Background: an optimization exercise with open tools, aiming at small area, a short achievable clock period and few clock cycles. Do not read the settings as production practice.
Function was checked by simulation only, so behaviour that the tests miss may differ from the original.
Power figures rest on the tool's default switching activity, not on a simulated workload.

==> fjord <==
## signifl
module signifl (
    input             clk,
    input             rst,
    input             start,
    input      [1:0]  op,
    input      [63:0] a,
    input      [63:0] b,
    output            ready,
    output reg        done,
    output reg [2:0]  status,
    output reg [63:0] r0,
    output reg [63:0] r1,
    output reg [63:0] r2
);
    localparam [2:0] S_OK = 3'd0, S_INV_UNC = 3'd1, S_INV_MAG = 3'd2,
                     S_ZERO_NF = 3'd3, S_RANGE = 3'd4, S_UNREP = 3'd5,
                     S_ILLEGAL = 3'd7;
    localparam [3:0] E_IDLE = 4'd0, E_MUL = 4'd1, E_FIN1 = 4'd2,
                     E_X5A = 4'd4, E_X5B = 4'd5, E_X5C = 4'd6,
                     E_DIVA = 4'd7, E_DIVB = 4'd8, E_WAIT = 4'd9, E_SET = 4'd10;
    localparam W  = 126;    
    localparam AW = 186;    
    function [52:0] upfill(input [52:0] v);
        reg [52:0] s;
        begin
            s = v;
            s = s | (s << 1);
            s = s | (s << 2);
            s = s | (s << 4);
            s = s | (s << 8);
            s = s | (s << 16);
            s = s | (s << 32);
            upfill = s;
        end
    endfunction
    function [51:0] downfill(input [51:0] v);
  ...
export LEC_CHECK = 0
export CAP_MARGIN = 30
export CELL_PAD_IN_SITES_DETAIL_PLACEMENT = 2
export CELL_PAD_IN_SITES_GLOBAL_PLACEMENT = 2
export CORE_MARGIN = 2
export CORE_UTILIZATION = 45
export CTS_CLUSTER_DIAMETER = 100
export CTS_CLUSTER_SIZE = 16
export PLACE_DENSITY = 0.6
export SLEW_MARGIN = 40
export BUFFER_PORTS_ARGS = -buffer_cell sky130_fd_sc_hd__buf_2
create_clock -name core_clock -period 25.0 [get_ports {clk}]
standard.sh (not shown) runs the stock make flow with config.mk's settings and CLKGATE_MAP_FILE= SYNTH_SCRIPT=/design/flow/synth_recipe.tcl, a recipe that flattens the netlist after the stock synthesis.
==> flow/flow/run.sh <==
#!/bin/bash
# Layout: the standard flow (standard.sh) with its settings from
# config.mk, except that the port buffers are plain buf_2 cells (ORFS's
# buffer_ports otherwise picks the clkdlybuf4s50 delay cell).
# standard.sh's output goes to standard.log; ORFS keeps each step's log
# under its own logs folder.
set -e
printf '\nexport BUFFER_PORTS_ARGS = -buffer_cell sky130_fd_sc_hd__buf_2\n' >> config.mk
bash standard.sh > standard.log 2>&1
==> inputs of quartz, as changes to fjord <==
--- a/flow/design.v
+++ b/flow/design.v
@@ -221,13 +221,13 @@
     wire [52:0] m_up   = upfill(ma);                                    
     wire [52:0] step53 = m_up & ~(m_up << 1);                           
     wire [5:0]  t_a    = enc53(step53);
     wire        m_one  = ((ma & ~step53) == 53'd0);                     
     wire        dec_ovf = (ea == 11'd2046) && ((ma | ~m_up) == {53{1'b1}});
     wire [2:0]  dec_st = (!a_fin || a_zero) ? S_ZERO_NF : (dec_ovf ? S_RANGE : S_OK);
-    wire [27:0] ge_p   = a_den ? 28'd78913 : {17'd0, ea} * 28'd78913;
+    wire [27:0] ge_p   = {17'd0, ea1} * 28'd78913;
     reg  [21:0] gt_p;
     integer gi;
     always @* begin
         gt_p = 22'd0;
         for (gi = 0; gi < 53; gi = gi + 1)
             gt_p = gt_p | (step53[gi] ? gi * 78913 : 22'd0);
@@ -401,14 +401,13 @@
     wire [2*AW-1:0] l4  = csa(l3b[AW-1:0], l3b[2*AW-1:AW], l3a[2*AW-1:AW]);
     wire [AW-1:0]   ms  = l4[AW-1:0];
     wire [AW-1:0]   mc  = l4[2*AW-1:AW];
     wire [AW-1:0] cpa     = S + C + {{(AW-1){1'b0}}, ci};
     wire          inv     = ~S[127];                                   
     wire [AW-1:0] pmv     = {{(AW-128){1'b0}}, inv, inv, P ^ {W{inv}}};
-    reg           f1, f2;
-    reg           dm2;
+    reg           f2;
     reg  [64:0]   Z;
     reg  [3:0]    sel2;
     reg           neg2;
     reg  [11:0]   gq2;
     wire [68:0]   win    = {4'd0, Z} >> sel2;
     wire [57:0]   qv     = win[57:0];
@@ -421,40 +420,37 @@
         for (hi = 1; hi < 57; hi = hi * 2)
             hp = hp & ((hp << hi) | ((57'd1 << hi) - 57'd1));
     end
     wire [56:0]   hs     = hx ^ ({hp[55:0], 1'b1} & {57{hc}});
     wire [63:0]   n_out  = {{7{neg2}}, hs};
     reg  [3:0]    est_n;
-    wire          last_mul = (est == E_MUL) && (M == 58'd0) && !short;
-    wire          setup  = (est == E_IDLE) || (est == E_FIN1) || last_mul;
-    wire          f1_n   = last_mul || (est == E_WAIT) || ((est == E_DIVB) && (cnt2 == 10'd1));
+    wire          setup  = (est == E_IDLE) || (est == E_FIN1);
     wire [57:0]   m_n    = (est == E_SET) ? M : {M[49:0], 8'd0};
     always @* begin
         est_n = est;
         case (est)
             E_IDLE, E_FIN1: est_n = drnd_go ? E_SET : E_IDLE;
             E_SET:  est_n = bigq ? E_X5A : (dmode ? E_DIVA : E_MUL);
-            E_MUL:  if (M == 58'd0) est_n = short ? E_WAIT : (drnd_go ? E_SET : E_FIN1);
+            E_MUL:  if (M == 58'd0) est_n = short ? E_WAIT : E_FIN1;
             E_WAIT: est_n = E_FIN1;
             E_X5A:  est_n = E_X5B;
             E_X5B:  est_n = E_X5C;
             E_X5C:  est_n = (cnt != 9'd1) ? E_X5A : (dmode ? E_DIVA : E_MUL);
             E_DIVA: est_n = E_DIVB;
             E_DIVB: est_n = (cnt2 == 10'd1) ? E_FIN1 : E_DIVA;
             default: est_n = E_IDLE;
         endcase
     end
     wire eng_free = (est_n == E_IDLE) || (est_n == E_FIN1);
     wire eng_free_a = (est == E_IDLE) || (est == E_FIN1) || (est == E_WAIT) ||
                       ((est == E_MUL) && (M == 58'd0) && !short) ||
-                      ((est == E_MUL) && (M != 58'd0) && (M[49:0] == 50'd0) && !short) ||
                       ((est == E_DIVB) && (cnt2 == 10'd1));
     assign stall_a = v_q && (op_q == 2'b10) && !eng_free_a;
     wire rdy_e = (est_n == E_SET && !big_k && !divm && ma1[20:0] == 21'd0) ||
                  (est_n == E_MUL && m_n[25:0] == 26'd0);
-    wire fast_a = !stall_a && (fa[28:0] == 29'd0) && (ea1 >= 11'd960) && (ea1 <= 11'd1062);
+    wire fast_a = !stall_a && (t_a >= 6'd29) && (ea1 >= 11'd960) && (ea1 <= 11'd1062);
     wire rdy_n = !((start && rdy && op == 2'b10) || (v_q && op_q == 2'b10 && !fast_a)) &&
                  (eng_free || rdy_e);
     wire rdy_no = !((start && rdy_o && op == 2'b10) || (v_q && op_q == 2'b10 && !fast_a)) &&
                   (eng_free || rdy_e);
     always @(posedge clk) begin
         if (rst) begin
@@ -482,13 +478,14 @@
             end
             default: begin
                 S <= {AW{1'b0}};
                 C <= {AW{1'b0}};
             end
         endcase
-        if (setup) begin
+        case (est)
+            E_IDLE, E_FIN1: begin
                 neg   <= sa1;
                 gq    <= g_a;
                 dmode <= divm;
                 eo    <= t_a1[2:0] + 3'd3;
                 pidq  <= pidx;
                 bigq  <= big_k;
@@ -500,13 +497,13 @@
                     D <= 8'd5;
                     M <= {ma1, 5'd0};
                 end else begin
                     D <= ma1[52:45];
                     M <= {ma1[44:0], 13'd0};
                 end
-        end else case (est)
+            end
             E_MUL: begin
                 D <= M[57:50];
                 M <= {M[49:0], 8'd0};
             end
             E_X5C: begin
                 P    <= S[W+2] ? S[W+2:3] : S[W+1:2];
@@ -525,26 +522,18 @@
             default: ;
         endcase
         if (est == E_SET) begin
             P    <= prom(pidq);
             cnt2 <= (dmode ? c2_div[9:0] : c2_mul[9:0]) + {2'd0, pcon(pidq)};
         end
-        if (rst) begin
-            f1 <= 1'b0;
-            f2 <= 1'b0;
-        end else begin
-            f1 <= f1_n;
-            f2 <= f1;
-        end
-        if (f1_n) begin
-            sel2 <= dmode ? 4'd0 : cnt2[3:0] + 4'd7 + {1'b0, eo};
-            neg2 <= neg;
-            gq2  <= gq;
-            dm2  <= dmode;
-        end
-        Z    <= dm2 ? {7'd0, M} : cpa[AW-1:121];
+        if (rst) f2 <= 1'b0;
+        else     f2 <= (est == E_FIN1);
+        Z    <= dmode ? {7'd0, M} : cpa[AW-1:121];
+        sel2 <= dmode ? 4'd0 : cnt2[3:0] + 4'd7 + {1'b0, eo};
+        neg2 <= neg;
+        gq2  <= gq;
         ci    <= (est == E_DIVA) & inv;
     end
     reg [2:0]  b_status;
     reg [63:0] b_r0, b_r1, b_r2;
     always @* begin
         b_r0 = 64'd0;
- CORE_UTILIZATION: 45 -> 25
- PLACE_DENSITY: 0.6 -> 0.35
==> inputs of juniper, as changes to fjord <==
--- a/flow/design.v
+++ b/flow/design.v
@@ -401,14 +401,13 @@
     wire [2*AW-1:0] l4  = csa(l3b[AW-1:0], l3b[2*AW-1:AW], l3a[2*AW-1:AW]);
     wire [AW-1:0]   ms  = l4[AW-1:0];
     wire [AW-1:0]   mc  = l4[2*AW-1:AW];
     wire [AW-1:0] cpa     = S + C + {{(AW-1){1'b0}}, ci};
     wire          inv     = ~S[127];                                   
     wire [AW-1:0] pmv     = {{(AW-128){1'b0}}, inv, inv, P ^ {W{inv}}};
-    reg           f1, f2;
-    reg           dm2;
+    reg           f2;
     reg  [64:0]   Z;
     reg  [3:0]    sel2;
     reg           neg2;
     reg  [11:0]   gq2;
     wire [68:0]   win    = {4'd0, Z} >> sel2;
     wire [57:0]   qv     = win[57:0];
@@ -421,35 +420,32 @@
         for (hi = 1; hi < 57; hi = hi * 2)
             hp = hp & ((hp << hi) | ((57'd1 << hi) - 57'd1));
     end
     wire [56:0]   hs     = hx ^ ({hp[55:0], 1'b1} & {57{hc}});
     wire [63:0]   n_out  = {{7{neg2}}, hs};
     reg  [3:0]    est_n;
-    wire          last_mul = (est == E_MUL) && (M == 58'd0) && !short;
-    wire          setup  = (est == E_IDLE) || (est == E_FIN1) || last_mul;
-    wire          f1_n   = last_mul || (est == E_WAIT) || ((est == E_DIVB) && (cnt2 == 10'd1));
+    wire          setup  = (est == E_IDLE) || (est == E_FIN1);
     wire [57:0]   m_n    = (est == E_SET) ? M : {M[49:0], 8'd0};
     always @* begin
         est_n = est;
         case (est)
             E_IDLE, E_FIN1: est_n = drnd_go ? E_SET : E_IDLE;
             E_SET:  est_n = bigq ? E_X5A : (dmode ? E_DIVA : E_MUL);
-            E_MUL:  if (M == 58'd0) est_n = short ? E_WAIT : (drnd_go ? E_SET : E_FIN1);
+            E_MUL:  if (M == 58'd0) est_n = short ? E_WAIT : E_FIN1;
             E_WAIT: est_n = E_FIN1;
             E_X5A:  est_n = E_X5B;
             E_X5B:  est_n = E_X5C;
             E_X5C:  est_n = (cnt != 9'd1) ? E_X5A : (dmode ? E_DIVA : E_MUL);
             E_DIVA: est_n = E_DIVB;
             E_DIVB: est_n = (cnt2 == 10'd1) ? E_FIN1 : E_DIVA;
             default: est_n = E_IDLE;
         endcase
     end
     wire eng_free = (est_n == E_IDLE) || (est_n == E_FIN1);
     wire eng_free_a = (est == E_IDLE) || (est == E_FIN1) || (est == E_WAIT) ||
                       ((est == E_MUL) && (M == 58'd0) && !short) ||
-                      ((est == E_MUL) && (M != 58'd0) && (M[49:0] == 50'd0) && !short) ||
                       ((est == E_DIVB) && (cnt2 == 10'd1));
     assign stall_a = v_q && (op_q == 2'b10) && !eng_free_a;
     wire rdy_e = (est_n == E_SET && !big_k && !divm && ma1[20:0] == 21'd0) ||
                  (est_n == E_MUL && m_n[25:0] == 26'd0);
     wire fast_a = !stall_a && (fa[28:0] == 29'd0) && (ea1 >= 11'd960) && (ea1 <= 11'd1062);
     wire rdy_n = !((start && rdy && op == 2'b10) || (v_q && op_q == 2'b10 && !fast_a)) &&
@@ -482,13 +478,14 @@
             end
             default: begin
                 S <= {AW{1'b0}};
                 C <= {AW{1'b0}};
             end
         endcase
-        if (setup) begin
+        case (est)
+            E_IDLE, E_FIN1: begin
                 neg   <= sa1;
                 gq    <= g_a;
                 dmode <= divm;
                 eo    <= t_a1[2:0] + 3'd3;
                 pidq  <= pidx;
                 bigq  <= big_k;
@@ -500,13 +497,13 @@
                     D <= 8'd5;
                     M <= {ma1, 5'd0};
                 end else begin
                     D <= ma1[52:45];
                     M <= {ma1[44:0], 13'd0};
                 end
-        end else case (est)
+            end
             E_MUL: begin
                 D <= M[57:50];
                 M <= {M[49:0], 8'd0};
             end
             E_X5C: begin
                 P    <= S[W+2] ? S[W+2:3] : S[W+1:2];
@@ -525,26 +522,18 @@
             default: ;
         endcase
         if (est == E_SET) begin
             P    <= prom(pidq);
             cnt2 <= (dmode ? c2_div[9:0] : c2_mul[9:0]) + {2'd0, pcon(pidq)};
         end
-        if (rst) begin
-            f1 <= 1'b0;
-            f2 <= 1'b0;
-        end else begin
-            f1 <= f1_n;
-            f2 <= f1;
-        end
-        if (f1_n) begin
-            sel2 <= dmode ? 4'd0 : cnt2[3:0] + 4'd7 + {1'b0, eo};
-            neg2 <= neg;
-            gq2  <= gq;
-            dm2  <= dmode;
-        end
-        Z    <= dm2 ? {7'd0, M} : cpa[AW-1:121];
+        if (rst) f2 <= 1'b0;
+        else     f2 <= (est == E_FIN1);
+        Z    <= dmode ? {7'd0, M} : cpa[AW-1:121];
+        sel2 <= dmode ? 4'd0 : cnt2[3:0] + 4'd7 + {1'b0, eo};
+        neg2 <= neg;
+        gq2  <= gq;
         ci    <= (est == E_DIVA) & inv;
     end
     reg [2:0]  b_status;
     reg [63:0] b_r0, b_r1, b_r2;
     always @* begin
         b_r0 = 64'd0;
==> comparison <==
Total power, highest first: juniper, fjord, quartz. First-iteration DRC count: quartz < juniper < fjord. Between juniper and fjord, the lower global-route usage is in juniper (gap 2.2 points). Flip-flop and latch count is the same in juniper and quartz. The highest non-clock buffer count belongs to quartz, the lowest to fjord. The highest sequential share of layout area belongs to juniper, the lowest to quartz. Of quartz and juniper, quartz has the higher clock power (gap about 13%, measured against juniper). Of fjord and juniper, juniper has the higher register-to-register slack (gap 0.18 ns). Final cell count: fjord is larger than juniper (1.7%).
Testbench counts of fjord, summed over its fixed seeds: cycles 6,005.
Testbench counts of quartz, summed over its fixed seeds: cycles 6,568.
Testbench counts of juniper, summed over its fixed seeds: cycles 6,568.


==> inputs of run P <==
signifl, a different RTL version from the one above (not shown whole).
Settings: LEC_CHECK=0, CAP_MARGIN=30, CELL_PAD_IN_SITES_DETAIL_PLACEMENT=2, CELL_PAD_IN_SITES_GLOBAL_PLACEMENT=2, CORE_MARGIN=2, CORE_UTILIZATION=25, CTS_CLUSTER_DIAMETER=120, CTS_CLUSTER_SIZE=20, PLACE_DENSITY=0.35, SLEW_MARGIN=40, BUFFER_PORTS_ARGS=-buffer_cell sky130_fd_sc_hd__buf_2; clock period 25.0 ns.
Scripts as last shown in full above: flow/flow/run.sh
==> run Y: changes against run P <==
--- a/flow/design.v
+++ b/flow/design.v
@@ -12,17 +12,17 @@
     output reg [63:0] r1,
     output reg [63:0] r2
 );
     localparam [2:0] S_OK = 3'd0, S_INV_UNC = 3'd1, S_INV_MAG = 3'd2,
                      S_ZERO_NF = 3'd3, S_RANGE = 3'd4, S_UNREP = 3'd5,
                      S_ILLEGAL = 3'd7;
     localparam [3:0] E_IDLE = 4'd0, E_MUL = 4'd1, E_FIN1 = 4'd2,
                      E_X5A = 4'd4, E_X5B = 4'd5, E_X5C = 4'd6,
-                     E_DIVA = 4'd7, E_DIVB = 4'd8, E_WAIT = 4'd9, E_SET = 4'd10;
+                     E_DIVA = 4'd7, E_DIVB = 4'd8, E_WAIT = 4'd9;
     localparam W  = 126;    
     localparam AW = 186;    
     function [52:0] upfill(input [52:0] v);
         reg [52:0] s;
         begin
             s = v;
             s = s | (s << 1);
             s = s | (s << 2);
@@ -285,17 +285,17 @@
     wire        sd_nrm_f = ({1'b0, ea11} >= 12'd52) || ({1'b0, ea11[5:0]} + {1'b0, t_a1} >= 7'd52);
     wire        b_ok     = sd_nrm_f ? (b_np1 && (bx == {7'd0, t_a1})) : (b_sp1 && (by == {7'd0, t_a1}));
     wire [2:0]  drnd_st  = (drnd_pre1 != S_OK) ? drnd_pre1 : (b_ok ? S_OK : S_INV_UNC);
     wire        drnd_go  = v1 && (op1 == 2'b10) && (drnd_pre1 == S_OK) && b_ok;
     wire [2:0]  st_b2 = (op1 == 2'b00) ? enc_st1 : (op1 == 2'b01) ? dec_st1 :
                         (op1 == 2'b10) ? drnd_st : S_ILLEGAL;
     wire [25:0] u_b2  = (op1 == 2'b00) ? {enc_md1, enc_p1, b_den1, fb_hi1, eb1} :
                                          {7'd0, m_one1, t_a1, sd1};
-    localparam DL = 5;
+    localparam DL = 4;
     reg  [DL-1:0] vd;
     reg  [1:0]    opd [0:DL-1];
     reg  [63:0]   ad  [0:DL-1];
     reg  [2:0]    std [0:DL-1];
     reg  [25:0]   ud  [0:DL-1];
     integer di;
     always @(posedge clk) begin
         if (rst) vd <= {DL{1'b0}};
@@ -351,35 +351,33 @@
     wire [11:0] sdx    = {1'b0, ea11} + {6'd0, t_a1};
     wire        jneg   = (sdx < 12'd1075);
     wire        g_hi   = (sdx >= 12'd1165);
     wire        g_lo   = (sdx <= 12'd988);
     wire        big_k  = g_hi || g_lo;
     wire        divm   = (sdx >= 12'd1115);
     wire [5:0]  pidx   = g_hi ? 6'd26 : (g_lo ? 6'd38 : g_a[5:0]);
     wire [8:0]  kk26   = jneg ? ~g_a[8:0] - 9'd25 : g_a[8:0] - 9'd26;  
+    wire [11:0] c2_mul = g_a - sd1 + 12'd1074;
+    wire [11:0] c2_div = sd1 - g_a - {6'd0, t_a1} - 12'd1021;
     reg  [3:0]    est;
     reg  [W-1:0]  P;
     reg  [AW-1:0] S, C;      
     reg  [57:0]   M;         
     reg  [7:0]    D;         
     reg           ci;        
     reg  [8:0]    cnt;       
     reg  [9:0]    cnt2;      
     reg  [2:0]    eo;        
     reg           neg;
     reg           dmode;
     reg  [11:0]   gq;
-    reg  [5:0]    pidq;      
-    reg           bigq;      
-    reg  [11:0]   sdq;
-    reg  [5:0]    taq;
-    wire [11:0]   c2_mul = gq - sdq + 12'd1074;
-    wire [11:0]   c2_div = sdq - gq - {6'd0, taq} - 12'd1021;
+    reg           first;     
     reg           short;     
+    reg  [7:0]    pcq;
     function [2*AW-1:0] csa(input [AW-1:0] x, input [AW-1:0] y, input [AW-1:0] z);
         begin
             csa[AW-1:0]    = x ^ y ^ z;
             csa[2*AW-1:AW] = ((x & y) | (x & z) | (y & z)) << 1;
         end
     endfunction
     wire [AW-1:0] pp0 = {{(AW-W){1'b0}}, P & {W{D[0]}}};
     wire [AW-1:0] pp1 = {{(AW-W){1'b0}}, P & {W{D[1]}}} << 1;
@@ -419,43 +417,40 @@
         hp = hx;
         for (hi = 1; hi < 57; hi = hi * 2)
             hp = hp & ((hp << hi) | ((57'd1 << hi) - 57'd1));
     end
     wire [56:0]   hs     = hx ^ ({hp[55:0], 1'b1} & {57{hc}});
     wire [63:0]   n_out  = {{7{neg2}}, hs};
     reg  [3:0]    est_n;
     wire          setup  = (est == E_IDLE) || (est == E_FIN1);
-    wire [57:0]   m_n    = (est == E_SET) ? M : {M[49:0], 8'd0};
+    wire [57:0]   m_n    = setup ? {ma1[44:0], 13'd0} : {M[49:0], 8'd0};
     always @* begin
         est_n = est;
         case (est)
-            E_IDLE, E_FIN1: est_n = drnd_go ? E_SET : E_IDLE;
-            E_SET:  est_n = bigq ? E_X5A : (dmode ? E_DIVA : E_MUL);
+            E_IDLE, E_FIN1: est_n = drnd_go ? (big_k ? E_X5A : (divm ? E_DIVA : E_MUL)) : E_IDLE;
             E_MUL:  if (M == 58'd0) est_n = short ? E_WAIT : E_FIN1;
             E_WAIT: est_n = E_FIN1;
             E_X5A:  est_n = E_X5B;
             E_X5B:  est_n = E_X5C;
             E_X5C:  est_n = (cnt != 9'd1) ? E_X5A : (dmode ? E_DIVA : E_MUL);
             E_DIVA: est_n = E_DIVB;
             E_DIVB: est_n = (cnt2 == 10'd1) ? E_FIN1 : E_DIVA;
             default: est_n = E_IDLE;
         endcase
     end
     wire eng_free = (est_n == E_IDLE) || (est_n == E_FIN1);
     wire eng_free_a = (est == E_IDLE) || (est == E_FIN1) || (est == E_WAIT) ||
                       ((est == E_MUL) && (M == 58'd0) && !short) ||
                       ((est == E_DIVB) && (cnt2 == 10'd1));
     assign stall_a = v_q && (op_q == 2'b10) && !eng_free_a;
-    wire rdy_e = (est_n == E_SET && !big_k && !divm && ma1[20:0] == 21'd0) ||
-                 (est_n == E_MUL && m_n[25:0] == 26'd0);
     wire rdy_n = !((start && rdy && op == 2'b10) || (v_q && op_q == 2'b10)) &&
-                 (eng_free || rdy_e);
+                 (eng_free || ((est_n == E_MUL) && (m_n[33:0] == 34'd0)));
     wire rdy_no = !((start && rdy_o && op == 2'b10) || (v_q && op_q == 2'b10)) &&
-                  (eng_free || rdy_e);
+                  (eng_free || ((est_n == E_MUL) && (m_n[33:0] == 34'd0)));
     always @(posedge clk) begin
         if (rst) begin
             est   <= E_IDLE;
             rdy   <= 1'b1;
             rdy_o <= 1'b1;
         end else begin
             est   <= est_n;
             rdy   <= rdy_n;
@@ -481,21 +476,20 @@
             end
         endcase
         case (est)
             E_IDLE, E_FIN1: begin
                 neg   <= sa1;
                 gq    <= g_a;
                 dmode <= divm;
                 eo    <= t_a1[2:0] + 3'd3;
-                pidq  <= pidx;
-                bigq  <= big_k;
+                P     <= prom(pidx);
                 cnt   <= kk26;
-                sdq   <= sd1;
-                taq   <= t_a1;
+                cnt2  <= divm ? c2_div[9:0] : c2_mul[9:0];
+                pcq   <= pcon(pidx);
                 short <= !big_k && !divm && (ma1[44:0] == 45'd0);
                 if (big_k || divm) begin
                     D <= 8'd5;
                     M <= {ma1, 5'd0};
                 end else begin
                     D <= ma1[52:45];
                     M <= {ma1[44:0], 13'd0};
                 end
@@ -515,20 +509,18 @@
             end
             E_DIVA: ;
             E_DIVB: begin
                 M    <= {M[56:0], ~cpa[127]};
                 cnt2 <= cnt2 - 10'd1;
             end
             default: ;
         endcase
-        if (est == E_SET) begin
-            P    <= prom(pidq);
-            cnt2 <= (dmode ? c2_div[9:0] : c2_mul[9:0]) + {2'd0, pcon(pidq)};
-        end
+        if (first) cnt2 <= cnt2 + {2'd0, pcq};
+        first <= setup && drnd_go;
         if (rst) f2 <= 1'b0;
         else     f2 <= (est == E_FIN1);
         Z    <= dmode ? {7'd0, M} : cpa[AW-1:121];
         sel2 <= dmode ? 4'd0 : cnt2[3:0] + 4'd7 + {1'b0, eo};
         neg2 <= neg;
         gq2  <= gq;
         ci    <= (est == E_DIVA) & inv;
     end
==> comparison <==
In run P the routed wire length is larger than in run Y, by 0.54%. Of run P and run Y, run P has the higher clock-buffer cell count (gap 4). Run Y completed with no timing, DRC or antenna violations. Run P finished clean. Of run P and run Y, run P has the higher hold slack (gap 0.059 ns). Of run P and run Y, run P has the higher flip-flop and latch count (gap 110). Against run Y, the die area of run P is larger by about 3%. Against run Y, the synthesized cell count of run P is larger by 2.6%. Maximum frequency: run P is higher than run Y (about 10%). Against run Y, the sequential power of run P is smaller by about 6%. Register-to-register slack: run Y is worse than run P (0.72 ns). Against run P, the power of run Y is higher by 15%.
Testbench counts of run P, summed over its fixed seeds: cycles 6,782.
Testbench counts of run Y, summed over its fixed seeds: cycles 6,266.

[static timing again, ports no longer ideal]
The flow's constraints put no driver on any port. The routed layouts listed below were extracted and timed again, unchanged, in two steps. Step 1 assumes that a clkbuf_16 drives the clock port and a buf_2 every other input. Step 2 also shifts input and output timing later by t, the mid clock arrival at the registers, as if the neighbouring blocks saw the same clock. a / b / c = ideal / step 1 / step 2; a / b = the first two.
run	t, ns	setup WS [ns]	hold slack, ns	worst setup path after step 2
fjord	0.984	18.326 / 18.326 / 18.326	0.286 / 0.286 / 0.286	register to register
quartz	1.001	18.174 / 18.174 / 18.174	0.270 / 0.270 / 0.270	register to register
juniper	0.990	18.508 / 18.452 / 18.508	0.271 / 0.271 / 0.271	register to register
run P	1.018	18.240 / 18.240 / 18.240	0.305 / 0.305 / 0.305	register to register
run Y	1.060	17.525 / 17.525 / 17.525	0.246 / 0.246 / 0.246	register to register
After both steps setup and hold are still met in every run listed.
